This design comes from an exercise in tuning for small area, a short achievable clock period and few clock cycles per item on the open sky130 flow, not from production work. RTL that was checked went through simulation tests only; none was proved equivalent to the original. The RTL of run 3 was laid out without a check of its function. Power and IR drop assume default switching activity.

==> flow/design.v <==
module chi_md5 (
    input  wire         clk,
    input  wire         rst,           
    input  wire         in_valid,
    output wire         in_ready,
    input  wire         in_first,
    input  wire [511:0] in_block,      
    output reg          out_valid,
    output wire [127:0] out_digest     
);
    localparam [31:0] IV_A = 32'h67452301;
    localparam [31:0] IV_B = 32'hefcdab89;
    localparam [31:0] IV_C = 32'h98badcfe;
    localparam [31:0] IV_D = 32'h10325476;
    localparam [2047:0] K_TAB = {
        32'heb86d391, 32'h2ad7d2bb, 32'hbd3af235, 32'hf7537e82,
        32'h4e0811a1, 32'ha3014314, 32'hfe2ce6e0, 32'h6fa87e4f,
        32'h85845dd1, 32'hffeff47d, 32'h8f0ccc92, 32'h655b59c3,
        32'hfc93a039, 32'hab9423a7, 32'h432aff97, 32'hf4292244,
        32'hc4ac5665, 32'h1fa27cf8, 32'he6db99e5, 32'hd9d4d039,
        32'h04881d05, 32'hd4ef3085, 32'heaa127fa, 32'h289b7ec6,
        32'hbebfbc70, 32'hf6bb4b60, 32'h4bdecfa9, 32'ha4beea44,
        32'hfde5380c, 32'h6d9d6122, 32'h8771f681, 32'hfffa3942,
        32'h8d2a4c8a, 32'h676f02d9, 32'hfcefa3f8, 32'ha9e3e905,
        32'h455a14ed, 32'hf4d50d87, 32'hc33707d6, 32'h21e1cde6,
        32'he7d3fbc8, 32'hd8a1e681, 32'h02441453, 32'hd62f105d,
        32'he9b6c7aa, 32'h265e5a51, 32'hc040b340, 32'hf61e2562,
        32'h49b40821, 32'ha679438e, 32'hfd987193, 32'h6b901122,
        32'h895cd7be, 32'hffff5bb1, 32'h8b44f7af, 32'h698098d8,
        32'hfd469501, 32'ha8304613, 32'h4787c62a, 32'hf57c0faf,
        32'hc1bdceee, 32'h242070db, 32'he8c7b756, 32'hd76aa478
    };
    localparam [31:0] RI_TAB = 32'h56e801bf;
    localparam [255:0] G_TAB = 256'h92b4d6f81a3c5e702fc9630da741eb85c72d83e94fa50b61fedcba9876543210;
    reg  [31:0] b, c, d;           
    reg  [31:0] fu, fv;            
    reg  [31:0] q0, q1, q2, q3;    
    reg  [31:0] t;                 
    reg  [31:0] mw;                
    reg  [5:0]  cnt;               
    reg  [1:0]  ri;                
    reg  [1:0]  rv;                
    reg         run;               
    reg         fin;               
    reg         pend;              
    reg         fst;               
    reg         fcur;              
    reg         ivc;               
    assign out_digest = {q1, q2, q3, q0};
    assign in_ready   = run && (cnt == 6'd62);   
    wire start = pend && !run;                   
    wire [5:0] cnt_nx = run ? ((cnt == 6'd0) ? 6'd0 : cnt + 6'd1) : (start ? 6'd1 : cnt);
    wire [3:0] g = G_TAB[{cnt_nx, 2'b00} +: 4];   
    wire [31:0] kval  = K_TAB[{cnt, 5'b00000} +: 32];
    wire [31:0] mw_nx = in_block[{g, 5'b00000} +: 32];
    wire [31:0] asrc  = run ? d : (fst ? IV_A : (fin ? q1 : q0));
    wire [31:0] t_nx  = asrc + kval + mw;
    wire [31:0] f   = (b & fu) | (~b & fv);
    wire [31:0] sum = f + t;
    reg  [31:0] r1, r2;
    always @(*) begin
        case (ri)
            2'd0:    r1 = {sum[27:0], sum[31:28]};
            2'd1:    r1 = {sum[26:0], sum[31:27]};
            2'd2:    r1 = {sum[25:0], sum[31:26]};
            default: r1 = {sum[24:0], sum[31:25]};
        endcase
        case (rv)
            2'd0:    r2 = r1;
            2'd1:    r2 = {r1[26:0], r1[31:27]};
            2'd2:    r2 = {r1[21:0], r1[31:22]};
            default: r2 = {r1[15:0], r1[31:16]};
        endcase
    end
    wire [31:0] x = b + r2;
    wire        tail = fin || (run && (cnt == 6'd62 || cnt == 6'd63 || cnt == 6'd0));
    reg  [31:0] ivw;
    always @(*) begin
        casez ({fin, cnt[1:0]})
            3'b010:  ivw = IV_A;    
            3'b011:  ivw = IV_D;    
            3'b0??:  ivw = IV_C;    
            default: ivw = IV_B;    
        endcase
    end
    wire [31:0] hop  = fcur ? ivw : q0;
    wire [31:0] hsum = hop + b;
    wire        ld_iv = start && fst;
    wire [31:0] c_nx  = run ? b : (ld_iv ? IV_C : (fin ? q3 : c));
    wire [31:0] d_nx  = run ? c : (ld_iv ? IV_D : (fin ? q2 : d));
    reg  [31:0] fu_nx, fv_nx;
    always @(*) begin
        case (cnt[5:4])
            2'd0:    begin fu_nx = c_nx;            fv_nx = d_nx;            end   
            2'd1:    begin fu_nx = c_nx | d_nx;     fv_nx = c_nx & ~d_nx;    end   
            2'd2:    begin fu_nx = ~(c_nx ^ d_nx);  fv_nx = c_nx ^ d_nx;     end   
            default: begin fu_nx = ~c_nx;           fv_nx = ~(c_nx ^ d_nx);  end   
        endcase
    end
    always @(posedge clk) begin
        ri   <= RI_TAB[{cnt[5:4], cnt[1:0], 1'b0} +: 2];
        rv   <= cnt[1:0];
        t    <= t_nx;
        cnt  <= rst ? 6'd0 : cnt_nx;
        mw   <= mw_nx;
        c    <= c_nx;
        d    <= d_nx;
        fu   <= fu_nx;
        fv   <= fv_nx;
        if (tail) begin
            q0 <= q1;  q1 <= q2;  q2 <= q3;  q3 <= hsum;
        end
        if (run)        b <= x;
        else if (ld_iv) b <= IV_B;
        else if (fin)   b <= hsum;
        if (rst) begin
            run       <= 1'b0;
            fin       <= 1'b0;
            pend      <= 1'b0;
            out_valid <= 1'b0;
            ivc       <= 1'b1;
        end else begin
            out_valid <= fin;
            fin       <= run && (cnt == 6'd0);
            if (run) begin
                if (cnt == 6'd0) run <= 1'b0;
            end else if (start) begin
                run  <= 1'b1;
                pend <= 1'b0;
                fcur <= fst;
            end
            if (in_valid && !pend && (run ? (cnt == 6'd0) : !start)) begin
                pend <= 1'b1;
                fst  <= in_first || ivc;
                ivc  <= 1'b0;
            end
        end
    end
endmodule
==> flow/flow/run.sh <==
#!/bin/bash
set -euo pipefail
export BUFFER_PORTS_ARGS="-buffer_cell sky130_fd_sc_hd__buf_1"
export SETUP_SLACK_MARGIN=8.5
bash standard.sh > standard.log 2>&1
==> flow/standard.sh <==
#!/bin/bash
# synth_recipe.tcl (not shown) runs the flow's synth.tcl, then flattens the netlist and writes it again
# the make line also repeats each setting of config.mk as NAME=value (left out here)
make -C /OpenROAD-flow-scripts/flow DESIGN_CONFIG=/design/flow/config.mk WORK_HOME=/design/flow/orfs CLKGATE_MAP_FILE= SYNTH_SCRIPT=/design/flow/synth_recipe.tcl "${@:-finish}"
==> flow/config.mk <==
export PLATFORM = sky130hd
export DESIGN_NAME = chi_md5
export DESIGN_NICKNAME = chi_md5
export VERILOG_FILES = /design/flow/design.v
export SDC_FILE = /design/flow/constraint.sdc
export NUM_CORES = 4
export LEC_CHECK = 0
export ABC_AREA = 1
export CAP_MARGIN = 20
export CORE_MARGIN = 2
export CORE_UTILIZATION = 40
export SLEW_MARGIN = 20
==> flow/constraint.sdc <==
create_clock -name core_clock -period 13.0 [get_ports {clk}]
set_input_delay 2.6000 -clock core_clock [delete_from_list [all_inputs] [get_ports {clk}]]
set_output_delay 2.6000 -clock core_clock [all_outputs]
set_load 0.01 [all_outputs]
==> impl_metrics.py, run 1 <==
metrics = {
    "status": {
        "outcome": "complete, no violations",
    },
    "routing": {
        "viasPerCell": 5.97,
        "final_antenna_net_count": 0,
        "first_iter_violations": 4619,
        "drt_pass1_iterations": 10,
        "route.detailed.drc": 0,
        "routed_wl_mm": 175,
        "vias": 38120,
        "wl_per_cell_um": 27.5,
    },
    "die": {
        "rows": 103,
        "die_w_um": 286,
        "start_util": 0.403,
        "core_region_area_um2": 78900,
        "io_pins": 646,
        "chipHeight_um": 286,
        "die_area_um2": 81800,
    },
    "sta": {
        "clock_skew_ns": 0.0189,
        "period_share": 0.409,
        "slew_violations": 0,
        "slew_headroom": 0.228,
        "setup_tns_ns": 0,
        "hold_viol_final": 0,
        "rsz0062_at_grt": "true",
        "tightest_slew_ns": 1.16,
        "layout_setup_ws_ns": 7.68,
        "whs_ns": 0.445,
        "setup_violations": 0,
        "period_needed_ns": 5.32,
        "max_freq_mhz": 188,
    },
    "yosys": {
        "yosys_warnings": 1,
        "synth.largest_area_cell": "edfxtp_1",
        "synth.avg_cell_area_um2": 6.85,
        "synth-main-ff-cell": "dfxtp_1",
        "synth_area_um2": 31800,
        "synthCells": 4643,
        "synth-seq-cells": 369,
        "syn_nets": 5405,
        "netlist_top_cells_area": "edfxtp_1 (15%), dfxtp_1 (13%), nand2_1 (10%)",
        "synthArstFlopShare": 0,
        "synth.top_cell.area_share": 0.153,
        "ys_seq_area_frac": 0.283,
        "synth_cell_types": 58,
        "synth_enable_flop_cells": 162,
    },
    "placed_design": {
        "gp_congestion": 1.07,
        "io_buffers": 645,
        "dp_slack_ns": 7.16,
        "dp_hpwl_mm": 132,
    },
    "power_and_ir_drop": {
        "p_leak_nw": 17.2,
        "total_power_w": 0.00943,
        "worst_ir_drop_vdd_uv": 151,
        "p_per_area_nw_per_um2": 236,
    },
    "clock_tree": {
        "cts_num_sinks": 369,
        "clockBufferDepth": 3,
        "clk_pin_slew_ns": 0.07,
        "cts_tree": "yes",
        "clockRootBuffer": "clkbuf_16",
        "ctsHoldBuffers": 0,
        "cts_inserted_buffers": 44,
        "h-tree-depth": 2,
        "clock_latency_ns": 0.61,
    },
    "layout": {
        "drive_gt1_frac": 0.129,
        "multi_input_area_um2": 21200,
        "final_common_cell": "nand2_1",
        "nFillCells": 8110,
        "register_area_um2": 9040,
        "final_cell_mix": "nand2_1 (821), buf_1 (644), inv_1 (617), o21ai_0 (456), a21oi_1 (441)",
        "fin_util": 0.508,
        "syn_to_final_growth_pct": 25.9,
        "nets": 6050,
    },
    "grt": {
        "grt_pass1_vias": 35389,
        "grt_max_degree": 173,
        "grt_pass1_wl_mm": 245,
        "grtUsageTotal": 0.407,
        "antenna_found_initial": 21,
        "grt_overflow": 0,
    },
    "critical_path": {
        "crit_arrival_ns": 5.64,
        "path_class": "reg2reg",
        "slowest_stage": "dfxtp_1",
        "critPathMaxStageDelay_ns": 0.52,
        "required_ns": 13.32,
        "path_max_fanout": 4,
        "endpoint_kind": "flip-flop",
        "timing.critical_path.mode_cell": "nand2_1",
        "critPathLaunchType": "flip-flop",
    },
    "job": {
        "max-cap-violations": 0,
    },
    "min_path": {
        "hold_class": "reg2reg",
    },
}
==> timing repair <==
item	4_1_cts	5_1_grt
pin swaps	51	93
resized for setup	250	239
setup endpoints to repair	106	74
gates cloned	10	3
setup buffers	84	57
==> kinds of logic after synthesis <==
kind of cell / Yosys count / share of synthesized area
compound gates: 1532 / 0.275
simple gates: 1467 / 0.189
buf+inv: 907 / 0.112
flops: 369 / 0.283
fa+ha+maj: 246 / 0.105
xor+xnor: 88 / 0.0242
mux: 34 / 0.0120
==> flip-flops by register name, indices dropped and copies added, names as in the netlist <==
register	cells
q3	32
out_valid	1
q2	32
fcur	1
ri	2
b	32
fin	1
c	32
ivc	1
mw	32
q0	32
t	32
fv	32
rv	2
run	1
pend	1
q1	32
d	32
fu	32
cnt	6
fst	1
==> where the power goes <==
group | leakage [nW] | total, W | internal (W) | switching (W)
sequential | 3.22 | 0.00169 | 0.00150 | 0.000197
combinational | 13.1 | 0.00632 | 0.00234 | 0.00398
clock | 0.794 | 0.00142 | 0.000859 | 0.000559
total | 17.2 | 0.00943 | 0.00470 | 0.00474
==> worst max-delay path: cells and delay by family (launching register included) <==
kind / cells / cell delay, ns
adders and majority gates: 4 / 1.09
muxes: 1 / 0.27
DFF: 1 / 0.52
and+or+nand+nor: 15 / 1.62
xor gates and xnor gates: 1 / 0.07
buffers and inverters: 4 / 0.39
AOI/OAI and AO/OA: 7 / 1.06
==> final timing paths <==
check                                       from               end  slack, ns  depth (start not counted)
worst max-delay path               fv[0]$_DFF_P_   b[18]$_DFFE_PP_       7.68                         32
worst min-delay path            ivc$_SDFFE_PP1P_  ivc$_SDFFE_PP1P_       0.44                          2
worst min register to register  ivc$_SDFFE_PP1P_  ivc$_SDFFE_PP1P_       0.44                          2
worst max register to register     fv[0]$_DFF_P_   b[18]$_DFFE_PP_       7.68                         32
==> synth_stat cells (all sizes together), types with 35 or more instances <==
master   instances
ha             211
clkbuf         142
inv            653
a21oi          475
xor2            57
nand2          879
nand3          179
o2111ai         56
o21ai          665
edfxtp         162
fa              35
dfxtp          207
o22ai           44
buf            110
nor2           314
o211ai         133
==> metrics by stage <==
step | instances | area (µm²)
global route | 6381 | 40000
floorplan | 4643 | 32000
finish | 6385 | 40000
CTS | 6314 | 38600
global placement | 6138 | 35100
detailed placement | 6138 | 35100
==> layout make-up <==
type                       count  area share
multi-input combinational   3371       0.528
sequential                   369       0.226
tap                         1050      0.0328
antenna                       11    0.000687
clock buffer                  59      0.0320
timing repair buffer         847       0.109
clock inverter                23     0.00890
inverter                     655      0.0624
==> per-layer routing <==
| layer | GRT usage | up-vias | routed length, µm |
|---|---|---|---|
| li1 | - | 17145 | - |
| met1 | 0.521 | 18012 | 67800 |
| met2 | 0.610 | 2401 | 73900 |
| met3 | 0.0960 | 556 | 18800 |
| met4 | 0.274 | 6 | 14900 |
| met5 | 0 | - | 44 |
Testbench counts, summed over its fixed seeds: cycles 219,066, blocks 3,370.
==> run 2: changes to the inputs <==
==> flow/flow/run.sh (replaced) <==
#!/bin/bash
set -euo pipefail
export BUFFER_PORTS_ARGS="-buffer_cell sky130_fd_sc_hd__buf_1"
export SETUP_SLACK_MARGIN=7
bash standard.sh > standard.log 2>&1
==> run 2 against run 1 <==
Net effect: maximum frequency decreased by 9.5%; final area down 7.7%; hold slack improved by 0.011 ns; clock skew is 0.013 ns higher; register-to-register slack got worse by 0.56 ns; first-iteration DRC count fell by 9.5%; area after synthesis is the same; critical path type unchanged; largest power group unchanged.
==> impl_metrics.py, run 2 <==
metrics = {
    "status": {
        "outcome": "complete, no violations",
    },
    "layout": {
        "final_cell_mix": "nand2_1 (871), buf_1 (645), inv_1 (639), o21ai_0 (512), a21oi_1 (469)",
        "nets": 5941,
        "nFillCells": 8491,
        "drive_gt1_frac": 0.0577,
        "fin_util": 0.469,
        "register_area_um2": 9020,
        "multi_input_area_um2": 19500,
        "syn_to_final_growth_pct": 16.2,
        "final_common_cell": "nand2_1",
    },
    "critical_path": {
        "required_ns": 13.53,
        "path_depth": 15,
        "worstReg2RegEnd": "mw[8]$_DFF_P_",
        "path_buf_inv": 3,
        "path_class": "reg2reg",
        "critPathMaxStageDelay_ns": 0.54,
        "critPathLaunchType": "flip-flop",
        "crit_start": "cnt[3]$_SDFF_PP0_",
        "slowest_stage": "buf_4",
        "rrSetupSlack_ns": 7.12,
        "crit_family": "simple AND/OR/NAND/NOR gates",
        "rr_startpoint": "cnt[3]$_SDFF_PP0_",
        "path_max_fanout": 92,
        "reg2reg_depth": 15,
        "endpoint_kind": "flip-flop",
        "crit_end": "mw[8]$_DFF_P_",
        "worstPathCellList": "buf_4, nor2_2, nand3_2, nand2_1, o21ai_1, inv_1, ha_1, nor2_2, nand3_4, nand2_8, clkbuf_8, o21ai_0, o211ai_1, nand3_1, o21ai_1",
        "crit_arrival_ns": 6.41,
    },
    "die": {
        "die_area_um2": 81800,
        "chipHeight_um": 286,
        "core_region_area_um2": 78900,
        "io_pins": 646,
        "die_w_um": 286,
        "rows": 103,
        "start_util": 0.403,
    },
    "grt": {
        "grt_overflow": 0,
        "grt_pass1_wl_mm": 236,
        "grt_max_degree": 212,
        "grtUsageTotal": 0.394,
        "grt_pass1_vias": 33902,
        "antenna_found_initial": 17,
    },
    "routing": {
        "wl_met2_mm": 72.9,
        "vias": 36555,
        "routed_wl_mm": 169,
        "route.met3.wl_mm": 15.1,
        "viasPerCell": 5.83,
        "first_iter_violations": 4179,
        "wl_per_cell_um": 27.0,
        "top_layer": "met5",
        "final_antenna_net_count": 0,
        "route.detailed.drc": 0,
        "wl_met1_mm": 69.3,
        "drt_pass1_iterations": 6,
    },
    "sta": {
        "rsz0062_at_grt": "true",
        "period_share": 0.452,
        "period_needed_ns": 5.88,
        "setup_tns_ns": 0,
        "setup_violations": 0,
        "slew_headroom": 0.174,
        "hold_viol_final": 0,
        "max_freq_mhz": 170,
        "tightest_slew_ns": 1.23,
        "clock_skew_ns": 0.0316,
        "slew_violations": 0,
        "layout_setup_ws_ns": 7.12,
    },
    "yosys": {
        "synth.largest_area_cell": "edfxtp_1",
        "syn_nets": 5405,
        "synth.top_cell.area_share": 0.153,
        "netlist_top_cells_area": "edfxtp_1 (15%), dfxtp_1 (13%), nand2_1 (10%)",
        "synth_enable_flop_cells": 162,
        "netlist_top_cells_count": "nand2_1 (875), inv_1 (642), o21ai_0 (528)",
        "synthArstFlopShare": 0,
        "synth.avg_cell_area_um2": 6.85,
        "synthCells": 4643,
        "yosys_warnings": 1,
        "synth-main-ff-cell": "dfxtp_1",
        "synth-seq-cells": 369,
        "synth_cell_types": 58,
        "yosysMostFrequentCell": "nand2_1",
        "synth_area_um2": 31800,
        "ys_seq_area_frac": 0.283,
    },
    "min_path": {
        "hold_class": "reg2reg",
    },
    "power_and_ir_drop": {
        "p_per_area_nw_per_um2": 215,
        "p_sw_frac": 0.518,
        "p_clk_frac": 0.162,
        "intPower_w": 0.00383,
        "p_sw_w": 0.00413,
        "worst_ir_drop_vdd_uv": 119,
        "seq_power_share": 0.210,
        "p_leak_nw": 16.1,
        "pwr-share-comb": 0.628,
    },
    "clock_tree": {
        "clockBufferDepth": 3,
        "h-tree-depth": 2,
        "clock_latency_ns": 0.61,
        "cts_tree": "yes",
        "clockRootBuffer": "clkbuf_16",
        "cts_num_sinks": 369,
        "cts_inserted_buffers": 44,
        "clk_pin_slew_ns": 0.07,
        "ctsHoldBuffers": 0,
    },
    "placed_design": {
        "gp_congestion": 1.04,
        "io_buffers": 645,
        "dp_slack_ns": 6.65,
        "dp_hpwl_mm": 134,
    },
    "job": {
        "max-cap-violations": 0,
    },
}
run 2: cell counts after synthesis:
No cell type changed its count.
run 2: power by group through the flow:
stage | Sequential, W | Clock (W) | Combinational (W)
6_report | 0.00167 | 0.00129 | 0.00499
2_1_floorplan | 0.00161 | 0 | 0.00325
5_1_grt | 0.00169 | 0.00134 | 0.00550
3_3_place_gp | 0.00170 | 0 | 0.00471
3_5_place_dp | 0.00170 | 0 | 0.00470
4_1_cts | 0.00167 | 0.00130 | 0.00474
run 2: cells by family after synthesis:
kind of cell,Yosys count,share of synthesized area
AND/OR/NAND/NOR,1467,0.189
adder cells (fa/ha/maj),246,0.105
buffers and inverters,907,0.112
flip-flops,369,0.283
multiplexers,34,0.0120
AO/OA/AOI/OAI,1532,0.275
XOR/XNOR,88,0.0242
run 2: repair_timing:
action,4_1_cts,5_1_grt
pin swaps,1,6
gates cloned,0,3
buffers inserted,1,31
gates resized for setup,15,49
setup endpoints to repair,32,40
run 2: routing by layer:
metal | track usage | vias up
li1 | - | 16890
met1 | 0.521 | 17336
met2 | 0.600 | 1938
met3 | 0.0693 | 383
met4 | 0.233 | 8
met5 | 0 | -
run 2: per-stage QoR:
step	cell area [µm²]	hold WS, ns	total power, W	instances
2_1_floorplan	31800	0.396	0.00486	4643
3_3_place_gp	35000	0.429	0.00641	6148
3_5_place_dp	35000	0.443	0.00639	6148
4_1_cts	36500	0.457	0.00771	6229
5_1_grt	36900	0.497	0.00853	6268
6_report	37000	0.456	0.00796	6271
run 2: area by class of cell:
cell class              instances  share of cell area
well taps                    1050              0.0356
clock inverters                26             0.00738
multi-input cells            3370               0.528
repair buffers                739              0.0859
flip-flops and latches        369               0.244
inverters                     655              0.0666
clock buffers                  54              0.0319
diodes                          8            0.000542
run 2: how the worst min path moves through the flow:
stage / slack (ns) / cells past startpoint / endpoint / from
floorplan: 0.40 / 0 / rv[0]$_DFF_P_ / cnt[0]$_SDFF_PP0_
global placement: 0.43 / 2 / ivc$_SDFFE_PP1P_ / ivc$_SDFFE_PP1P_
detailed placement: 0.44 / 2 / ivc$_SDFFE_PP1P_ / ivc$_SDFFE_PP1P_
CTS: 0.46 / 2 / ivc$_SDFFE_PP1P_ / ivc$_SDFFE_PP1P_
global route: 0.50 / 0 / q0[0]$_DFFE_PP_ / q1[0]$_DFFE_PP_
finish: 0.46 / 2 / ivc$_SDFFE_PP1P_ / ivc$_SDFFE_PP1P_
run 2: tightest hold or removal path: cells and delay by family, from the launching register on:
| family | cells | cell delay, ns |
|---|---|---|
| flip-flops | 1 | 0.32 |
| AND/OR/NAND/NOR | 2 | 0.10 |
==> run 3: changes to the inputs <==
--- a/flow/design.v
+++ b/flow/design.v
@@ -52,3 +52,5 @@
     wire [5:0] cnt_nx = run ? ((cnt == 6'd0) ? 6'd0 : cnt + 6'd1) : (start ? 6'd1 : cnt);
-    wire [3:0] g = G_TAB[{cnt_nx, 2'b00} +: 4];   
+    reg  [3:0] gn;                                 
+    wire [3:0] g = run ? ((cnt == 6'd0) ? 4'd0 : gn) : {3'b000, start};
+    wire [5:0] cnt_nx1 = cnt_nx + 6'd1;
     wire [31:0] kval  = K_TAB[{cnt, 5'b00000} +: 32];
@@ -105,2 +107,3 @@
         mw   <= mw_nx;
+        gn   <= G_TAB[{cnt_nx1, 2'b00} +: 4];
         c    <= c_nx;
==> flow/flow/run.sh (replaced) <==
#!/bin/bash
set -euo pipefail
export BUFFER_PORTS_ARGS="-buffer_cell sky130_fd_sc_hd__buf_1"
export SETUP_SLACK_MARGIN=7.5
bash standard.sh > standard.log 2>&1
==> run 3 against run 2 <==
Net effect: still clean on timing, DRC and antenna; die area increased by 1.8%; first-iteration DRC count up 2.5%; flip-flop and latch count increased by 4; power grew 36%; count of clock-buffer cells in the layout up 8; via count grew 1.6%; combinational power rose by about 50%; sequential power increased by about 20%; final area grew 3.8%; setup slack improved by 0.48 ns; utilization increased by 0.92 points; largest power group unchanged; highest routed layer is now met4.
==> impl_metrics.py, run 3 <==
metrics = {
    "power_and_ir_drop": {
        "worst_ir_drop_vdd_uv": 166,
        "seq_power_share": 0.185,
        "p_per_area_nw_per_um2": 282,
        "intPower_w": 0.00498,
        "p_sw_frac": 0.539,
        "p_clk_frac": 0.123,
        "pwr-share-comb": 0.692,
        "p_sw_w": 0.00582,
        "p_leak_nw": 16.6,
        "total_power_w": 0.0108,
    },
    "routing": {
        "final_antenna_net_count": 0,
        "vias": 37155,
        "wl_per_cell_um": 27.5,
        "drt_pass1_iterations": 6,
        "route.detailed.drc": 0,
        "routed_wl_mm": 174,
        "first_iter_violations": 4282,
        "viasPerCell": 5.86,
    },
    "grt": {
        "grt_max_degree": 156,
        "grt_pass1_vias": 33738,
        "grt_pass1_wl_mm": 242,
        "antenna_found_initial": 9,
        "grt_overflow": 0,
        "grtUsageTotal": 0.403,
    },
    "yosys": {
        "synth_compound_area_frac": 0.236,
        "netlist_top_cells_count": "nand2_1 (957), inv_1 (677), nor2_1 (415)",
        "syn_nets": 5455,
        "synth.avg_cell_area_um2": 6.91,
        "synthArstFlopShare": 0,
        "synth_enable_flop_cells": 162,
        "synthAdderAreaFrac": 0.105,
        "yosysMostFrequentCell": "nand2_1",
        "synthXorXnorAreaFrac": 0.0261,
        "synthCells": 4689,
        "ys_seq_area_frac": 0.281,
        "synth_area_um2": 32400,
        "synth.largest_area_cell": "edfxtp_1",
        "synth.top_cell.area_share": 0.150,
        "synth-seq-cells": 373,
        "synthMuxAreaShare": 0.00553,
        "netlist_top_cells_area": "edfxtp_1 (15%), dfxtp_1 (13%), nand2_1 (11%)",
        "yosys.area_share.simple": 0.233,
        "synth_cell_types": 77,
        "synth_top_family_by_area": "compound AO/OA/AOI/OAI gates",
        "yosys_warnings": 1,
        "synth-main-ff-cell": "dfxtp_1",
    },
    "min_path": {
        "min_to": "q1[27]$_DFFE_PP_",
        "min_path_cells": 0,
        "hold_class": "reg2reg",
        "hp-start": "q2[27]$_DFFE_PP_",
    },
    "critical_path": {
        "rr_startpoint": "b[5]$_DFFE_PP_",
        "slowest_stage": "edfxtp_1",
        "endpoint_kind": "flip-flop",
        "critPathLaunchType": "flip-flop",
        "crit_start": "b[5]$_DFFE_PP_",
        "worstReg2RegEnd": "b[30]$_DFFE_PP_",
        "rrSetupSlack_ns": 7.61,
        "path_class": "reg2reg",
        "reg2reg_depth": 25,
        "required_ns": 13.31,
        "path_max_fanout": 6,
        "crit_arrival_ns": 5.71,
        "critPathMaxStageDelay_ns": 0.51,
    },
    "placed_design": {
        "io_buffers": 645,
        "gp_congestion": 1.07,
        "dp_hpwl_mm": 138,
        "dp_slack_ns": 6.95,
    },
    "die": {
        "core_region_area_um2": 80300,
        "start_util": 0.403,
        "rows": 104,
        "io_pins": 646,
        "die_w_um": 289,
        "die_area_um2": 83200,
        "chipHeight_um": 289,
    },
    "clock_tree": {
        "clockBufferDepth": 3,
        "cts_inserted_buffers": 44,
        "clock_latency_ns": 0.60,
        "clk_pin_slew_ns": 0.06,
        "ctsHoldBuffers": 0,
        "cts_tree": "yes",
        "cts_num_sinks": 373,
        "h-tree-depth": 2,
        "clockRootBuffer": "clkbuf_16",
    },
    "sta": {
        "setup_violations": 0,
        "slew_violations": 0,
        "max_freq_mhz": 185,
        "setup_tns_ns": 0,
        "slew_headroom": 0.0843,
        "rsz0062_at_grt": "true",
        "tightest_slew_ns": 1.36,
        "clock_skew_ns": 0.0279,
        "hold_viol_final": 0,
        "layout_setup_ws_ns": 7.61,
        "period_share": 0.415,
        "period_needed_ns": 5.39,
    },
    "layout": {
        "syn_to_final_growth_pct": 18.5,
        "final_common_cell": "nand2_1",
        "drive_gt1_frac": 0.0840,
        "final_cell_mix": "nand2_1 (933), inv_1 (671), buf_1 (645), nor2_1 (389), o21ai_0 (328)",
        "nets": 6006,
    },
    "job": {
        "max-cap-violations": 0,
    },
    "status": {
        "outcome": "complete, no violations",
    },
}
run 3: cell types whose count changed in the layout (fill, tap and decap cells not counted), sizes merged, moves of 23 or more:
| cell | before | now |
|---|---|---|
| a21oi | 475 | 264 |
| buf | 738 | 763 |
| inv | 655 | 692 |
| nand2 | 880 | 971 |
| nor2 | 314 | 421 |
| nor3 | 18 | 169 |
| o2111ai | 56 | 33 |
| o21ai | 665 | 384 |
| o22ai | 44 | 73 |
| o311ai | 4 | 129 |
run 3: how the worst max path moves through the flow:
stage	cells past startpoint	to
3_3_place_gp	23	t[31]$_DFF_P_
2_1_floorplan	36	b[22]$_DFFE_PP_
5_1_grt	29	b[30]$_DFFE_PP_
4_1_cts	36	b[22]$_DFFE_PP_
3_5_place_dp	36	b[22]$_DFFE_PP_
6_report	25	b[30]$_DFFE_PP_
run 3: power groups by stage:
stage	Sequential, W	Clock (W)	Combinational (W)
finish	0.00200	0.00132	0.00748
global route	0.00201	0.00137	0.00810
CTS	0.00198	0.00134	0.00666
detailed placement	0.00201	0	0.00650
global placement	0.00201	0	0.00652
floorplan	0.00184	0	0.00445
run 3: critical path: cells and delay by family (launching register included):
family | cells | cell delay [ns]
AOI/OAI and AO/OA | 7 | 1.68
and+or+nand+nor | 13 | 1.38
adders and majority gates | 2 | 0.76
DFF | 1 | 0.51
muxes | 1 | 0.37
xor gates and xnor gates | 1 | 0.27
buffers and inverters | 1 | 0.14
run 3: cells by family (layout without fill, tap and decap cells):
logic type,after synthesis,in the layout
flip-flops,373,373
XOR/XNOR,94,94
adder cells (fa/ha/maj),250,250
multiplexers,16,16
buffers and inverters,954,1541
AO/OA/AOI/OAI,1194,1194
other,0,3
AND/OR/NAND/NOR,1808,1808
run 3: metrics by stage:
step	utilization	hold slack, ns	instance area [µm²]	cells
after floorplan	-	0.418	32400	4689
after global placement	0.443	0.460	35600	6198
after detailed placement	0.443	0.468	35600	6198
after CTS	0.464	0.478	37300	6294
after global routing	0.478	0.494	38400	6337
final	0.478	0.476	38400	6339
run 3: cell type report:
type / count / area [µm²]
Antenna cell: 3 / 7.51
Clock buffer: 62 / 1310
Clock inverter: 20 / 204
Fill cell: 8369 / 41900
Inverter: 696 / 2630
Multi-Input combinational cell: 3362 / 20400
Sequential cell: 373 / 9100
Tap cell: 1060 / 1330
Timing Repair Buffer: 763 / 3380
run 3: timing repair:
item,CTS,global route
setup endpoints to repair,34,38
gates resized for setup,28,165
setup buffers,14,42
pin swaps,6,31
run 3: routing by layer:
layer  track usage  vias up  wire length [µm]
met4         0.243        0             13000
met3        0.0662      364             16700
met5             0        -                 0
li1              -    17075                 -
met2         0.606     2153             74100
met1         0.541    17563             70600
==> run 4: changes to the inputs <==
--- a/flow/design.v
+++ b/flow/design.v
@@ -90,2 +90,3 @@
     wire        ld_iv = start && fst;
+    wire [31:0] b_nx  = run ? x : (ld_iv ? IV_B : (fin ? hsum : q3));
     wire [31:0] c_nx  = run ? b : (ld_iv ? IV_C : (fin ? q3 : c));
@@ -115,5 +116,3 @@
         end
-        if (run)        b <= x;
-        else if (ld_iv) b <= IV_B;
-        else if (fin)   b <= hsum;
+        b    <= b_nx;
         if (rst) begin
==> run 4 against run 3 <==
Net effect: die area is 0.53% lower; non-clock buffer count down 49; hold slack improved by 0.0090 ns; setup slack better by 0.023 ns; count of clock-buffer cells in the layout down 4; power fell by 1.0%; utilization decreased by 1.4 points; register-to-register slack improved by 0.02 ns; still clean on timing, DRC and antenna.
==> impl_metrics.py, run 4 <==
metrics = {
    "critical_path": {
        "path_class": "reg2reg",
        "endpoint_kind": "flip-flop",
        "slowest_stage": "fa_1",
        "rrSetupSlack_ns": 7.63,
        "timing.critical_path.mode_cell": "nand2_1",
        "critPathLaunchType": "flip-flop",
        "path_max_fanout": 4,
        "critPathMaxStageDelay_ns": 0.44,
        "required_ns": 13.49,
        "crit_arrival_ns": 5.86,
    },
    "sta": {
        "max_freq_mhz": 186,
        "whs_ns": 0.485,
        "clock_skew_ns": 0.0315,
        "setup_violations": 0,
        "slew_headroom": 0.232,
        "period_needed_ns": 5.37,
        "tightest_slew_ns": 1.14,
        "hold_viol_final": 0,
        "slew_violations": 0,
        "setup_tns_ns": 0,
        "rsz0062_at_grt": "true",
        "period_share": 0.413,
    },
    "die": {
        "io_pins": 646,
        "die_w_um": 288,
        "start_util": 0.402,
        "die_area_um2": 82800,
        "core_region_area_um2": 80200,
        "rows": 104,
        "chipHeight_um": 288,
    },
    "clock_tree": {
        "ctsHoldBuffers": 0,
        "cts_tree": "yes",
        "clockBufferDepth": 3,
        "clock_latency_ns": 0.60,
        "cts_inserted_buffers": 43,
        "clk_pin_slew_ns": 0.07,
        "h-tree-depth": 2,
        "clockRootBuffer": "clkbuf_16",
        "cts_num_sinks": 373,
    },
    "routing": {
        "drt_pass1_iterations": 6,
        "routed_wl_mm": 174,
        "final_antenna_net_count": 0,
        "first_iter_violations": 4569,
        "vias": 37113,
        "viasPerCell": 5.86,
        "route.detailed.drc": 0,
        "wl_per_cell_um": 27.5,
    },
    "power_and_ir_drop": {
        "p_per_area_nw_per_um2": 287,
        "p_leak_nw": 16.0,
        "worst_ir_drop_vdd_uv": 166,
    },
    "layout": {
        "drive_gt1_frac": 0.0679,
        "final_common_cell": "nand2_1",
        "final_cell_mix": "nand2_1 (961), buf_1 (645), inv_1 (638), nor2_1 (401), o21ai_0 (320)",
        "syn_to_final_growth_pct": 15.5,
        "nFillCells": 8683,
        "nets": 5991,
    },
    "yosys": {
        "synth.largest_area_cell": "dfxtp_1",
        "yosysMostFrequentCell": "nand2_1",
        "synth_enable_flop_cells": 130,
        "synth_area_um2": 32200,
        "synthCells": 4725,
        "synth-main-ff-cell": "dfxtp_1",
        "netlist_top_cells_count": "nand2_1 (967), inv_1 (641), nor2_1 (414)",
        "yosys_warnings": 1,
        "yosys.area_share.simple": 0.232,
        "synth.avg_cell_area_um2": 6.82,
        "synthMuxAreaShare": 0.00556,
        "synth_top_family_by_area": "compound AO/OA/AOI/OAI gates",
        "synthAdderAreaFrac": 0.105,
        "synth_cell_types": 74,
        "synth-seq-cells": 373,
        "synthXorXnorAreaFrac": 0.0269,
        "synthArstFlopShare": 0,
        "synth_compound_area_frac": 0.245,
        "synth.top_cell.area_share": 0.151,
        "ys_seq_area_frac": 0.272,
        "netlist_top_cells_area": "dfxtp_1 (15%), edfxtp_1 (12%), nand2_1 (11%)",
        "syn_nets": 5491,
    },
    "grt": {
        "grt_pass1_vias": 34069,
        "grt_max_degree": 229,
        "grt_overflow": 0,
        "grt_pass1_wl_mm": 242,
        "grtUsageTotal": 0.404,
        "antenna_found_initial": 21,
    },
    "status": {
        "outcome": "complete, no violations",
    },
    "job": {
        "max-cap-violations": 0,
    },
    "placed_design": {
        "dp_hpwl_mm": 139,
        "io_buffers": 645,
        "gp_congestion": 1.12,
    },
    "min_path": {
        "hold_class": "reg2reg",
    },
}
run 4: worst paths after layout:
kind                                         end  cells past startpoint              from
worst min register to register  q0[14]$_DFFE_PP_                      0  q1[14]$_DFFE_PP_
worst min-delay path            q0[14]$_DFFE_PP_                      0  q1[14]$_DFFE_PP_
worst max-delay path               b[22]$_DFF_P_                     31      b[0]$_DFF_P_
worst max register to register     b[22]$_DFF_P_                     31      b[0]$_DFF_P_
run 4: final cells by class:
class / count / area, µm² / share of cell area
Tap cell: 1060 / 1330 / 0.0357
Sequential cell: 373 / 8800 / 0.237
Multi-Input combinational cell: 3402 / 20100 / 0.541
Antenna cell: 10 / 25.0 / 0.000673
Inverter: 691 / 2610 / 0.0701
Clock inverter: 21 / 176 / 0.00474
Clock buffer: 58 / 1170 / 0.0315
Timing Repair Buffer: 714 / 2960 / 0.0797
run 4: stage by stage:
| step | setup slack, ns | instance area, µm² | power [W] | util | std cells |
|---|---|---|---|---|---|
| global route | 7.36 | 37200 | 0.0115 | 0.464 | 6325 |
| global placement | 7.43 | 35400 | 0.00895 | 0.441 | 6223 |
| detailed placement | 7.40 | 35400 | 0.00896 | 0.441 | 6223 |
| finish | 7.63 | 37200 | 0.0107 | 0.464 | 6329 |
| floorplan | 8.29 | 32200 | 0.00667 | - | 4725 |
| CTS | 7.50 | 36700 | 0.0102 | 0.458 | 6302 |
run 4: cells by family (layout without fill, tap and decap cells):
group | Yosys count | after routing
multiplexers | 16 | 16
AND/OR/NAND/NOR | 1800 | 1800
AO/OA/AOI/OAI | 1238 | 1238
flip-flops | 373 | 373
XOR/XNOR | 98 | 98
other | 0 | 10
buffers and inverters | 950 | 1484
adder cells (fa/ha/maj) | 250 | 250
run 4: critical path: cells and delay by family, from the launching register on:
kind            cells  cell delay (ns)
compound gates      7             1.36
xor+xnor            2             0.27
fa+ha+maj           4             1.32
buf+inv             4             0.33
flops               1             0.36
mux                 1             0.30
simple gates       13             1.30
run 4: what timing repair did:
item | CTS | global route
pin swaps | 0 | 6
resized for setup | 7 | 92
gates cloned | 0 | 0
setup endpoints to repair | 11 | 31
setup buffers | 0 | 17
run 4: power by group:
part	total (W)	switching, W	internal [W]
clock	0.00120	0.000540	0.000659
sequential	0.00205	0.000383	0.00167
combinational	0.00744	0.00497	0.00247
total	0.0107	0.00589	0.00480
run 4: layer usage:
layer | part of all wire | track usage
met4 | 0.077 | 0.250
met2 | 0.42 | 0.601
met5 | 0.00028 | 0
met1 | 0.39 | 0.519
met3 | 0.11 | 0.109
Testbench counts of run 4, summed over its fixed seeds: cycles 219,066, blocks 3,370.
==> run 5: changes to the inputs <==
==> flow/flow/run.sh (replaced) <==
#!/bin/bash
set -euo pipefail
export BUFFER_PORTS_ARGS="-buffer_cell sky130_fd_sc_hd__buf_1"
export SETUP_SLACK_MARGIN=8.5
bash standard.sh > standard.log 2>&1
==> run 5 against run 4 <==
Net effect: highest routed layer unchanged; critical endpoint is now b[26]$_DFF_P_; final area is 8.8% higher; utilization is 4.1 points higher; first-iteration DRC count is 12% higher; clock skew is 0.0044 ns lower; setup slack better by 0.57 ns; maximum frequency is 12% higher; count of clock-buffer cells in the layout is 1 higher; sequential share of layout area is 1.7 points lower; sequential power is 3% higher; critical path type unchanged; wire length is 8.1% higher.
==> impl_metrics.py, run 5 <==
metrics = {
    "grt": {
        "busiest_layer": "met2",
        "grt_pass1_wl_mm": 258,
        "grt_max_degree": 129,
        "grt_pass1_vias": 36179,
        "grtUsageMet1": 0.532,
        "antenna_found_initial": 17,
        "met2_usage": 0.650,
        "grt_overflow": 0,
        "met3_usage": 0.118,
        "grtUsageTotal": 0.433,
    },
    "yosys": {
        "synth_cell_types": 74,
        "synth.avg_cell_area_um2": 6.82,
        "yosys.area_share.simple": 0.232,
        "synth_enable_flop_cells": 130,
        "synth-seq-cells": 373,
        "netlist_top_cells_count": "nand2_1 (967), inv_1 (641), nor2_1 (414)",
        "synth.top_cell.area_share": 0.151,
        "syn_nets": 5491,
        "synth_area_um2": 32200,
        "ys_seq_area_frac": 0.272,
        "synth_top_family_by_area": "compound AO/OA/AOI/OAI gates",
        "yosysMostFrequentCell": "nand2_1",
        "synthCells": 4725,
        "synthXorXnorAreaFrac": 0.0269,
        "synthMuxAreaShare": 0.00556,
        "synth.largest_area_cell": "dfxtp_1",
        "synth_compound_area_frac": 0.245,
        "synthAdderAreaFrac": 0.105,
        "synthArstFlopShare": 0,
        "synth-main-ff-cell": "dfxtp_1",
        "netlist_top_cells_area": "dfxtp_1 (15%), edfxtp_1 (12%), nand2_1 (11%)",
        "yosys_warnings": 1,
    },
    "sta": {
        "period_needed_ns": 4.80,
        "period_share": 0.370,
        "clock_skew_ns": 0.0270,
        "setup_tns_ns": 0,
        "slew_violations": 0,
        "tightest_slew_ns": 1.17,
        "slew_headroom": 0.220,
        "rsz0062_at_grt": "true",
        "setup_violations": 0,
        "hold_viol_final": 0,
        "whs_ns": 0.482,
        "max_freq_mhz": 208,
    },
    "die": {
        "rows": 104,
        "chipHeight_um": 288,
        "die_area_um2": 82800,
        "io_pins": 646,
        "start_util": 0.402,
        "die_w_um": 288,
        "core_region_area_um2": 80200,
    },
    "critical_path": {
        "timing.critical_path.mode_cell": "nand2_2",
        "path_max_fanout": 4,
        "crit_family": "simple AND/OR/NAND/NOR gates",
        "path_class": "reg2reg",
        "critPathLaunchType": "flip-flop",
        "slowest_stage": "fa_2",
        "path_buf_inv": 5,
        "critPathMaxStageDelay_ns": 0.41,
        "required_ns": 13.52,
        "endpoint_kind": "flip-flop",
        "crit_arrival_ns": 5.33,
    },
    "status": {
        "outcome": "complete, no violations",
    },
    "routing": {
        "vias": 39217,
        "first_iter_violations": 5114,
        "wl_per_cell_um": 29.1,
        "final_antenna_net_count": 0,
        "drt_pass1_iterations": 6,
        "routed_wl_mm": 188,
        "viasPerCell": 6.08,
        "route.detailed.drc": 0,
    },
    "clock_tree": {
        "clk_pin_slew_ns": 0.07,
        "cts_num_sinks": 373,
        "ctsHoldBuffers": 0,
        "clockBufferDepth": 3,
        "cts_tree": "yes",
        "clockRootBuffer": "clkbuf_16",
        "clock_latency_ns": 0.60,
        "cts_inserted_buffers": 42,
        "h-tree-depth": 2,
    },
    "layout": {
        "fin_util": 0.505,
        "syn_to_final_growth_pct": 25.7,
        "nets": 6108,
        "final_common_cell": "nand2_1",
        "drive_gt1_frac": 0.148,
        "final_cell_mix": "nand2_1 (914), buf_1 (644), inv_1 (613), nor2_1 (378), o21ai_0 (291)",
    },
    "placed_design": {
        "gp_congestion": 1.14,
        "io_buffers": 645,
        "dp_hpwl_mm": 147,
    },
    "job": {
        "max-cap-violations": 0,
    },
    "power_and_ir_drop": {
        "p_leak_nw": 17.1,
        "worst_ir_drop_vdd_uv": 257,
        "p_per_area_nw_per_um2": 323,
    },
    "min_path": {
        "hold_class": "reg2reg",
    },
}
## run 5: cell counts after synthesis
Identical to the previous run, type by type.
## run 5: kinds of logic after synthesis
family,count (synthesis)
simple gates,1800
compound gates,1238
buf+inv,950
flops,373
fa+ha+maj,250
mux,16
xor+xnor,98
## run 5: cell type report
| class | count | area, µm² |
|---|---|---|
| Tap cell | 1060 | 1330 |
| Antenna cell | 16 | 40.0 |
| Multi-Input combinational cell | 3402 | 22000 |
| Timing Repair inverter | 1 | 7.51 |
| Sequential cell | 373 | 8890 |
| Clock inverter | 18 | 165 |
| Clock buffer | 59 | 1300 |
| Inverter | 691 | 2670 |
| Fill cell | 8176 | 39700 |
| Timing Repair Buffer | 831 | 4040 |
## run 5: final timing paths
kind,from,endpoint,slack (ns),cells past startpoint
setup reg to reg,b[0]$_DFF_P_,b[26]$_DFF_P_,8.20,32
hold / removal,q2[11]$_DFFE_PP_,q1[11]$_DFFE_PP_,0.48,0
hold reg to reg,q2[11]$_DFFE_PP_,q1[11]$_DFFE_PP_,0.48,0
setup / recovery,b[0]$_DFF_P_,b[26]$_DFF_P_,8.20,32
## run 5: per-stage QoR
stage	area, µm²	setup WS [ns]	total power (W)	std cells
finish	40500	8.20	0.0131	6451
global route	40500	7.98	0.0138	6439
CTS	39300	8.31	0.0120	6384
detailed placement	35300	7.45	0.00888	6220
global placement	35300	7.47	0.00887	6219
floorplan	32200	8.55	0.00667	4725
## run 5: what timing repair did
action                                  CTS  global route
cloned                                    4             0
gates resized for setup                 419           186
pin swaps                                92            89
setup buffers                            83            51
endpoints found under the setup margin   99            56
## run 5: power breakdown
| part | internal, W | switching (W) | total [W] |
|---|---|---|---|
| sequential | 0.00168 | 0.000423 | 0.00211 |
| combinational | 0.00380 | 0.00588 | 0.00968 |
| clock | 0.000727 | 0.000562 | 0.00129 |
## run 5: layer usage
metal | wire length (µm) | share of wire
met1 | 69900 | 0.37
met5 | 13 | 0.000069
met3 | 21700 | 0.12
met2 | 79600 | 0.42
met4 | 16700 | 0.089
==> run 6: changes to the inputs <==
==> flow/flow/run.sh (replaced) <==
#!/bin/bash
set -euo pipefail
export BUFFER_PORTS_ARGS="-buffer_cell sky130_fd_sc_hd__buf_1"
export SETUP_SLACK_MARGIN=9.5
bash standard.sh > standard.log 2>&1
==> run 6 against run 5 <==
Net effect: power grew 11%; sequential power shrank 5%; combinational power grew 16%; still clean on timing, DRC and antenna; die area is the same; largest cell class unchanged.
==> impl_metrics.py, run 6 <==
metrics = {
    "status": {
        "outcome": "complete, no violations",
    },
    "critical_path": {
        "crit_arrival_ns": 5.35,
        "endpoint_kind": "flip-flop",
        "required_ns": 13.52,
        "path_class": "reg2reg",
        "path_max_fanout": 16,
        "crit_start": "ri[1]$_DFF_P_",
        "critPathLaunchType": "flip-flop",
        "rr_startpoint": "ri[1]$_DFF_P_",
    },
    "sta": {
        "max_freq_mhz": 207,
        "clock_skew_ns": 0.0320,
        "rsz0062_at_grt": "true",
        "period_share": 0.371,
        "slew_violations": 0,
        "period_needed_ns": 4.83,
        "setup_violations": 0,
        "setup_tns_ns": 0,
        "slew_headroom": 0.254,
        "tightest_slew_ns": 1.11,
        "whs_ns": 0.482,
        "hold_viol_final": 0,
    },
    "layout": {
        "layoutNonFillerInstCount": 6725,
        "drive_gt1_frac": 0.251,
        "syn_to_final_growth_pct": 39.9,
        "nFillCells": 7789,
        "final_cell_mix": "nand2_1 (887), inv_1 (592), buf_1 (514), buf_4 (361), nor2_1 (348)",
        "final_common_cell": "nand2_1",
        "fin_util": 0.562,
        "nets": 6392,
    },
    "routing": {
        "vias": 40361,
        "wl_per_cell_um": 29.1,
        "routed_wl_mm": 196,
        "route.detailed.drc": 0,
        "viasPerCell": 6.00,
        "first_iter_violations": 4396,
        "drt_pass1_iterations": 9,
        "final_antenna_net_count": 0,
    },
    "power_and_ir_drop": {
        "p_per_area_nw_per_um2": 323,
        "worst_ir_drop_vdd_uv": 322,
        "p_leak_nw": 19.4,
        "total_power_w": 0.0146,
    },
    "clock_tree": {
        "h-tree-depth": 2,
        "cts_num_sinks": 373,
        "ctsHoldBuffers": 0,
        "clockBufferDepth": 3,
        "clockRootBuffer": "clkbuf_16",
        "clk_pin_slew_ns": 0.06,
        "cts_tree": "yes",
        "clock_latency_ns": 0.61,
        "cts_inserted_buffers": 43,
    },
    "grt": {
        "grt_pass1_wl_mm": 266,
        "grt_max_degree": 101,
        "grtUsageTotal": 0.448,
        "grt_overflow": 0,
        "antenna_found_initial": 19,
        "grt_pass1_vias": 37313,
    },
    "yosys": {
        "syn_nets": 5491,
        "yosys.area_share.simple": 0.232,
        "synth-main-ff-cell": "dfxtp_1",
        "synthArstFlopShare": 0,
        "synth_cell_types": 74,
        "synthMuxAreaShare": 0.00556,
        "synth_compound_area_frac": 0.245,
        "netlist_top_cells_count": "nand2_1 (967), inv_1 (641), nor2_1 (414)",
        "synth-seq-cells": 373,
        "netlist_top_cells_area": "dfxtp_1 (15%), edfxtp_1 (12%), nand2_1 (11%)",
        "synth_area_um2": 32200,
        "synth.largest_area_cell": "dfxtp_1",
        "ys_seq_area_frac": 0.272,
        "synthCells": 4725,
        "yosys_warnings": 1,
        "synth_top_family_by_area": "compound AO/OA/AOI/OAI gates",
        "synthXorXnorAreaFrac": 0.0269,
        "synth.top_cell.area_share": 0.151,
        "synth.avg_cell_area_um2": 6.82,
        "yosysMostFrequentCell": "nand2_1",
        "synthAdderAreaFrac": 0.105,
        "synth_enable_flop_cells": 130,
    },
    "die": {
        "core_region_area_um2": 80200,
        "rows": 104,
        "start_util": 0.402,
        "io_pins": 646,
        "chipHeight_um": 288,
        "die_area_um2": 82800,
        "die_w_um": 288,
    },
    "min_path": {
        "hold_class": "reg2reg",
        "hp-start": "q1[25]$_DFFE_PP_",
    },
    "placed_design": {
        "io_buffers": 645,
        "dp_hpwl_mm": 144,
        "gp_congestion": 1.07,
        "dp_cells": 6222,
    },
    "job": {
        "max-cap-violations": 0,
    },
}
==> run 6: changes by cell type in the layout (fill, tap and decap cells not counted), moves of 28 or more <==
cell,before,now
a21oi_1,219,188
buf_1,644,514
buf_4,162,361
buf_6,12,93
clkbuf_2,0,100
ha_1,154,126
nor2_1,378,348
o21ai_0,291,259
==> run 6: report_power, final <==
part	internal, W	switching [W]	total, W
Combinational	0.00460	0.00665	0.0112
Sequential	0.00168	0.000331	0.00201
Clock	0.000748	0.000552	0.00130
Total	0.00703	0.00753	0.0146
==> run 6: path summary, 6_finish.rpt <==
| path | endpoint | slack (ns) | cells past startpoint |
|---|---|---|---|
| min reg2reg | q0[25]$_DFFE_PP_ | 0.48 | 0 |
| max reg2reg | b[22]$_DFF_P_ | 8.17 | 20 |
| max | b[22]$_DFF_P_ | 8.17 | 20 |
| min | q0[25]$_DFFE_PP_ | 0.48 | 0 |
==> run 6: per-stage QoR <==
stage / area (µm²) / setup slack, ns
after floorplan: 32900 / 8.88
after global placement: 35900 / 7.12
after detailed placement: 35900 / 7.11
after CTS: 42800 / 8.43
after global routing: 45000 / 7.95
final: 45000 / 8.17
==> run 6: logic make-up (layout without fill, tap and decap cells) <==
family,after synthesis,after routing
and+or+nand+nor,1800,1801
other,0,5
buffers and inverters,950,1884
xor gates and xnor gates,98,98
muxes,16,16
adders and majority gates,250,250
AOI/OAI and AO/OA,1238,1238
DFF,373,373
==> run 6: what timing repair did <==
action                     in CTS  in global routing
setup endpoints to repair     389                346
resized for setup             696                356
gates cloned                    9                  3
buffers inserted              294                113
pin swaps                     174                141
==> run 6: area by class of cell <==
| class | count | area [µm²] | share of cell area |
|---|---|---|---|
| inverter | 691 | 2710 | 0.0601 |
| clock inverter | 20 | 272 | 0.00603 |
| multi-input combinational | 3403 | 23700 | 0.526 |
| timing repair inverter | 1 | 5.00 | 0.000111 |
| timing repair buffer | 1113 | 6960 | 0.155 |
| antenna | 5 | 12.5 | 0.000278 |
| tap | 1060 | 1330 | 0.0294 |
| clock buffer | 59 | 1190 | 0.0264 |
| sequential | 373 | 8890 | 0.197 |
==> run 6: worst max-delay path, cell delays in order, from the launching register on <==
cell and delay (ns):
dfxtp_2 0.60, inv_1 0.34, nor2_2 0.48, inv_1 0.44, o221ai_1 0.35, a21oi_2 0.13, o21ai_0 0.18, nand2_1 0.10
a22oi_2 0.31, ha_1 0.38, a21oi_2 0.25, nor2_1 0.06, nor2_1 0.14, o221ai_2 0.14, a21oi_4 0.15, inv_2 0.06
a21oi_4 0.17, o21ai_2 0.09, xor2_1 0.22, nor2_1 0.06, a21oi_1 0.12
==> run 6: routing by layer <==
layer	wire length, µm	vias up	global-route usage
li1	-	17922	-
met1	71600	19319	0.541
met2	83000	2490	0.663
met3	23600	612	0.147
met4	17500	18	0.334
met5	135	-	0
==> run 7: changes to the inputs <==
--- a/flow/config.mk
+++ b/flow/config.mk
@@ -12 +12,2 @@
 export SLEW_MARGIN = 20
+export TNS_END_PERCENT = 5
==> run 7 against run 6 <==
Net effect: synthesized cell count unchanged; sequential share of layout area up 2.4 points; final area down 11%; cell count down 4.2%; power down 10%; hold slack worse by 0.0033 ns; flip-flop and latch count unchanged; largest cell class unchanged; highest routed layer unchanged.
==> impl_metrics.py, run 7 <==
metrics = {
    "critical_path": {
        "path_max_fanout": 6,
        "required_ns": 13.48,
        "crit_start": "cnt[2]$_SDFF_PP0_",
        "reg2reg_depth": 18,
        "path_class": "reg2reg",
        "rr_startpoint": "cnt[2]$_SDFF_PP0_",
        "worstReg2RegEnd": "t[22]$_DFF_P_",
        "critPathLaunchType": "flip-flop",
        "endpoint_kind": "flip-flop",
        "rrSetupSlack_ns": 8.24,
        "crit_end": "t[22]$_DFF_P_",
        "crit_arrival_ns": 5.24,
    },
    "clock_tree": {
        "cts_inserted_buffers": 44,
        "clockBufferDepth": 3,
        "h-tree-depth": 2,
        "clock_latency_ns": 0.61,
        "clockRootBuffer": "clkbuf_16",
        "cts_tree": "yes",
        "cts_num_sinks": 373,
        "clk_pin_slew_ns": 0.06,
    },
    "routing": {
        "drt_pass1_iterations": 6,
        "routed_wl_mm": 183,
        "first_iter_violations": 5109,
        "viasPerCell": 5.92,
        "wl_per_cell_um": 28.4,
        "vias": 38160,
        "final_antenna_net_count": 0,
        "route.detailed.drc": 0,
    },
    "sta": {
        "setup_violations": 0,
        "max_freq_mhz": 210,
        "rsz0062_at_grt": "true",
        "hold_viol_final": 0,
        "slew_violations": 0,
        "period_share": 0.366,
        "setup_tns_ns": 0,
        "slew_headroom": 0.148,
        "whs_ns": 0.479,
        "tightest_slew_ns": 1.26,
        "clock_skew_ns": 0.0262,
        "period_needed_ns": 4.76,
    },
    "yosys": {
        "synth.largest_area_cell": "dfxtp_1",
        "syn_nets": 5491,
        "synth_area_um2": 32200,
        "synthArstFlopShare": 0,
        "synth.top_cell.area_share": 0.151,
        "synth_top_family_by_area": "compound AO/OA/AOI/OAI gates",
        "synth_enable_flop_cells": 130,
        "yosys_warnings": 1,
        "synthMuxAreaShare": 0.00556,
        "synth.avg_cell_area_um2": 6.82,
        "ys_seq_area_frac": 0.272,
        "yosys.area_share.simple": 0.232,
        "synth-seq-cells": 373,
        "netlist_top_cells_area": "dfxtp_1 (15%), edfxtp_1 (12%), nand2_1 (11%)",
        "synth_cell_types": 74,
        "yosysMostFrequentCell": "nand2_1",
        "synthAdderAreaFrac": 0.105,
        "synthXorXnorAreaFrac": 0.0269,
        "synthCells": 4725,
        "netlist_top_cells_count": "nand2_1 (967), inv_1 (641), nor2_1 (414)",
        "synth-main-ff-cell": "dfxtp_1",
        "synth_compound_area_frac": 0.245,
    },
    "die": {
        "chipHeight_um": 288,
        "io_pins": 646,
        "die_area_um2": 82800,
        "core_region_area_um2": 80200,
        "start_util": 0.402,
        "rows": 104,
        "die_w_um": 288,
    },
    "grt": {
        "grtUsageTotal": 0.425,
        "grt_overflow": 0,
        "antenna_found_initial": 19,
        "met2_usage": 0.630,
        "grt_pass1_vias": 35293,
        "grtUsageMet1": 0.547,
        "grt_pass1_wl_mm": 255,
        "met3_usage": 0.114,
        "grt_max_degree": 188,
        "busiest_layer": "met2",
    },
    "min_path": {
        "hold_class": "reg2reg",
    },
    "power_and_ir_drop": {
        "pwr-share-comb": 0.739,
        "intPower_w": 0.00611,
        "p_sw_w": 0.00696,
        "total_power_w": 0.0131,
        "p_clk_frac": 0.101,
        "seq_power_share": 0.160,
        "worst_ir_drop_vdd_uv": 310,
        "p_per_area_nw_per_um2": 324,
        "p_sw_frac": 0.533,
        "p_leak_nw": 17.0,
    },
    "status": {
        "outcome": "complete, no violations",
    },
    "layout": {
        "syn_to_final_growth_pct": 25.1,
        "drive_gt1_frac": 0.143,
        "nFillCells": 8284,
        "final_common_cell": "nand2_1",
        "final_cell_mix": "nand2_1 (906), buf_1 (645), inv_1 (618), nor2_1 (376), o21ai_0 (302)",
        "fin_area_um2": 40300,
        "layoutNonFillerInstCount": 6442,
        "nets": 6104,
    },
    "placed_design": {
        "placed_area_um2": 35400,
        "dp_hpwl_mm": 142,
        "gp_congestion": 1.03,
        "io_buffers": 645,
        "dp_cells": 6225,
    },
    "job": {
        "max-cap-violations": 0,
    },
}
-- run 7: cell types whose count changed in the layout (fill, tap and decap cells not counted), sizes merged --
cell	previous run	this run
inv	677	682
clkinv	18	21
bufinv	5	2
diode	5	9
clkbuf	163	60
bufbuf	5	0
buf	1003	824
nor2	423	424
clkdlybuf4s18	1	0
clkinvlp	12	7
-- run 7: per-layer routing --
layer,vias to the layer above,part of all wire,wire length (µm)
met1,18038,0.39,71100
li1,17340,-,-
met4,6,0.076,13900
met3,422,0.11,21000
met5,-,0.00019,35
met2,2354,0.42,77200
-- run 7: worst min path at each step --
| stage | startpoint | depth (start not counted) | slack, ns | to |
|---|---|---|---|---|
| 4_1_cts | q1[1]$_DFFE_PP_ | 0 | 0.47 | q0[1]$_DFFE_PP_ |
| 2_1_floorplan | cnt[0]$_SDFF_PP0_ | 0 | 0.44 | rv[0]$_DFF_P_ |
| 5_1_grt | q1[1]$_DFFE_PP_ | 0 | 0.49 | q0[1]$_DFFE_PP_ |
| 3_5_place_dp | q1[1]$_DFFE_PP_ | 0 | 0.46 | q0[1]$_DFFE_PP_ |
| 6_report | q1[24]$_DFFE_PP_ | 0 | 0.48 | q0[24]$_DFFE_PP_ |
| 3_3_place_gp | ivc$_SDFFE_PP1P_ | 2 | 0.46 | ivc$_SDFFE_PP1P_ |
-- run 7: worst max-delay path, cell delays in order, from the launching register on --
cell and delay (ns):
dfxtp_4 0.38, nor2_1 0.61, nor2_1 0.28, o21ai_0 0.29, o21ai_0 0.25, a221oi_1 0.30
nand2_1 0.14, fa_1 0.57, inv_1 0.06, ha_1 0.27, nand3_1 0.08, nand2_1 0.09
a31oi_1 0.27, o21ai_2 0.17, a21oi_1 0.24, o21ai_1 0.13, a31oi_1 0.22, o21ai_0 0.13
xor2_1 0.15
-- run 7: power groups by stage --
stage                     Combinational, W  Sequential [W]  Clock [W]
after floorplan                    0.00481         0.00185          0
after detailed placement           0.00696         0.00204          0
after global placement             0.00697         0.00203          0
after CTS                          0.00843         0.00207    0.00132
after global routing                0.0104         0.00211    0.00137
final                              0.00966         0.00209    0.00131
-- run 7: what timing repair did --
action                                  CTS  global route
setup buffers                            84            40
hold buffers                              0             0
gates cloned                              2             0
pin swaps                                95            91
resized for setup                       428           132
endpoints found under the setup margin  389           270
-- run 7: logic make-up after synthesis --
logic type	after synthesis
AO/OA/AOI/OAI	1238
XOR/XNOR	98
adder cells (fa/ha/maj)	250
buffers and inverters	950
flip-flops	373
multiplexers	16
AND/OR/NAND/NOR	1800
-- run 7: stage by stage --
stage,worst slack [ns],util
2_1_floorplan,8.42,-
4_1_cts,8.31,0.491
5_1_grt,8.03,0.502
3_3_place_gp,7.24,0.442
3_5_place_dp,7.22,0.442
6_report,8.24,0.502
-- run 7: cell type report --
cell class,count,area (µm²),area share
tap,1060,1330,0.0329
sequential,373,8900,0.221
inverter,691,2650,0.0657
timing repair buffer,824,3950,0.0981
multi-input combinational,3404,22000,0.545
clock inverter,21,200,0.00497
antenna,9,22.5,0.000559
clock buffer,60,1270,0.0317
==> run 8: changes to the inputs <==
==> flow/flow/run.sh (replaced) <==
#!/bin/bash
set -euo pipefail
export BUFFER_PORTS_ARGS="-buffer_cell sky130_fd_sc_hd__buf_1"
export SETUP_SLACK_MARGIN=7.5
bash standard.sh > standard.log 2>&1
--- a/flow/config.mk
+++ b/flow/config.mk
@@ -8,6 +8,6 @@
 export ABC_AREA = 1
-export CAP_MARGIN = 20
+export CAP_MARGIN = 0
 export CORE_MARGIN = 2
 export CORE_UTILIZATION = 40
-export SLEW_MARGIN = 20
-export TNS_END_PERCENT = 5
+export CTS_BUF_LIST = sky130_fd_sc_hd__clkbuf_4 sky130_fd_sc_hd__clkbuf_8
+export SLEW_MARGIN = 0
==> run 8 against run 7 <==
Net effect: power down 18%; maximum frequency down 11%; utilization down 3.6 points; wire length down 4.9%; cell count down 0.95%; critical path type is now reg2out; largest power group unchanged.
==> impl_metrics.py, run 8 <==
metrics = {
    "die": {
        "start_util": 0.402,
        "core_region_area_um2": 80200,
        "die_area_um2": 82800,
        "io_pins": 646,
        "rows": 104,
        "die_w_um": 288,
        "chipHeight_um": 288,
    },
    "yosys": {
        "synth.largest_area_cell": "dfxtp_1",
        "synth-seq-cells": 373,
        "synth-main-ff-cell": "dfxtp_1",
        "synth_enable_flop_cells": 130,
        "synth_area_um2": 32200,
        "synth_cell_types": 74,
        "syn_nets": 5491,
        "synthCells": 4725,
        "ys_seq_area_frac": 0.272,
        "synth.avg_cell_area_um2": 6.82,
        "yosys_warnings": 1,
        "netlist_top_cells_area": "dfxtp_1 (15%), edfxtp_1 (12%), nand2_1 (11%)",
        "netlist_top_cells_count": "nand2_1 (967), inv_1 (641), nor2_1 (414)",
        "synthArstFlopShare": 0,
        "yosysMostFrequentCell": "nand2_1",
        "synth.top_cell.area_share": 0.151,
    },
    "clock_tree": {
        "clockRootBuffer": "clkbuf_8",
        "clk_pin_slew_ns": 0.06,
        "h-tree-depth": 3,
        "clock_latency_ns": 0.69,
        "cts_num_sinks": 373,
        "ctsHoldBuffers": 0,
        "cts_tree": "yes",
        "clockBufferDepth": 3,
        "cts_inserted_buffers": 70,
    },
    "placed_design": {
        "io_buffers": 645,
        "placed_area_um2": 35400,
        "gp_congestion": 1.12,
        "dp_cells": 6223,
        "dp_hpwl_mm": 139,
    },
    "routing": {
        "wl_met1_mm": 68.9,
        "first_iter_violations": 4602,
        "top_layer": "met5",
        "final_antenna_net_count": 0,
        "drt_pass1_iterations": 8,
        "wl_met2_mm": 74.7,
        "viasPerCell": 5.88,
        "routed_wl_mm": 174,
        "vias": 37503,
        "route.met3.wl_mm": 18.7,
        "route.detailed.drc": 0,
        "wl_per_cell_um": 27.3,
    },
    "critical_path": {
        "path_buf_inv": 3,
        "crit_start": "cnt[5]$_SDFF_PP0_",
        "critPathMaxStageDelay_ns": 0.61,
        "path_class": "reg2out",
        "required_ns": 10.40,
        "crit_arrival_ns": 2.72,
        "slowest_stage": "dfxtp_1",
        "critPathLaunchType": "flip-flop",
        "endpoint_kind": "output pin",
        "crit_family": "buffers and inverters",
        "path_max_fanout": 23,
        "rr_startpoint": "cnt[0]$_SDFF_PP0_",
        "worstPathCellList": "nand2_2, clkinv_1, buf_4, nand3_1, nor2_1, buf_1",
    },
    "sta": {
        "tightest_slew_ns": 1.22,
        "period_share": 0.410,
        "slew_headroom": 0.180,
        "max_freq_mhz": 188,
        "slew_violations": 0,
        "clock_skew_ns": 0.0680,
        "whs_ns": 0.481,
        "setup_violations": 0,
        "hold_viol_final": 0,
        "rsz0062_at_grt": "true",
        "setup_tns_ns": 0,
        "period_needed_ns": 5.32,
    },
    "grt": {
        "grt_max_degree": 229,
        "grt_pass1_wl_mm": 243,
        "grt_overflow": 0,
        "antenna_found_initial": 20,
        "grtUsageTotal": 0.406,
        "grt_pass1_vias": 34384,
    },
    "layout": {
        "syn_to_final_growth_pct": 16.1,
        "final_cell_mix": "nand2_1 (960), buf_1 (645), inv_1 (637), nor2_1 (403), o21ai_0 (318)",
        "drive_gt1_frac": 0.0790,
        "nets": 6015,
        "layoutNonFillerInstCount": 6381,
        "final_common_cell": "nand2_1",
        "fin_area_um2": 37400,
    },
    "min_path": {
        "hold_class": "reg2reg",
        "hp-start": "q1[24]$_DFFE_PP_",
    },
    "power_and_ir_drop": {
        "worst_ir_drop_vdd_uv": 155,
        "p_per_area_nw_per_um2": 288,
        "p_leak_nw": 16.2,
    },
    "job": {
        "max-cap-violations": 0,
    },
    "status": {
        "outcome": "complete, no violations",
    },
}
[run 8: cell counts after synthesis]
Identical to the previous run, type by type.
[run 8: layout make-up]
cell class | count | area, µm²
Fill cell | 8673 | 42800
Clock inverter | 21 | 230
Tap cell | 1060 | 1330
Sequential cell | 373 | 8810
Multi-Input combinational cell | 3402 | 20100
Antenna cell | 15 | 37.5
Clock buffer | 108 | 1300
Timing Repair Buffer | 711 | 2940
Inverter | 691 | 2610
[run 8: timing repair]
| item | 4_1_cts | 5_1_grt |
|---|---|---|
| setup endpoints to repair | 11 | 32 |
| resized for setup | 8 | 102 |
| buffers inserted | 0 | 13 |
| pin swaps | 0 | 7 |
[run 8: per-stage QoR]
stage	total power [W]	setup slack, ns	utilization
2_1_floorplan	0.00667	8.29	-
3_3_place_gp	0.00895	7.43	0.441
3_5_place_dp	0.00896	7.41	0.441
4_1_cts	0.0103	7.51	0.460
5_1_grt	0.0116	7.44	0.466
6_report	0.0108	7.68	0.467
[run 8: cells by family after synthesis]
logic type | synth area share
simple gates | 0.232
compound gates | 0.245
buf+inv | 0.114
flops | 0.272
fa+ha+maj | 0.105
xor+xnor | 0.0269
mux | 0.00556
[run 8: layer usage]
| layer | vias to the layer above | GRT usage |
|---|---|---|
| met2 | 2199 | 0.606 |
| met1 | 17701 | 0.517 |
| li1 | 17173 | - |
| met4 | 2 | 0.245 |
| met3 | 428 | 0.114 |
| met5 | - | 0 |
[run 8: worst paths after layout]
check | endpoint | slack (ns) | cells after the start
max reg2reg | t[31]$_DFF_P_ | 7.69 | 25
min reg2reg | q0[24]$_DFFE_PP_ | 0.48 | 0
min | q0[24]$_DFFE_PP_ | 0.48 | 0
max | in_ready | 7.68 | 6
[run 8: power breakdown]
part           internal (W)  leakage, nW  switching, W
logic               0.00247         12.1       0.00497
registers           0.00167         3.24      0.000382
clock network      0.000706        0.803      0.000570
[run 8: worst reg2reg max path: stages (launching register included)]
cell,delay [ns]
dfxtp_1,0.32
buf_4,0.25
clkinvlp_4,0.21
ha_1,0.34
nor2_1,0.39
nor2_1,0.21
inv_1,0.25
o32ai_1,0.12
nand2_1,0.14
o311ai_0,0.27
buf_4,0.27
fa_1,0.47
inv_1,0.04
ha_1,0.33
nand2_1,0.08
inv_1,0.04
a21oi_1,0.27
inv_1,0.08
nand3_1,0.08
o2111ai_1,0.19
a21oi_1,0.32
o21ai_2,0.11
nand2_1,0.07
inv_1,0.05
a21oi_1,0.14
xor2_1,0.16

Check on run 8: ideal ports give 7.675 ns setup slack; a clkbuf_16 on the clock port and buf_2 on the inputs give 7.613 ns; moving port delays by the midpoint clock arrival (0.722 ns) as well gives 7.691 ns.
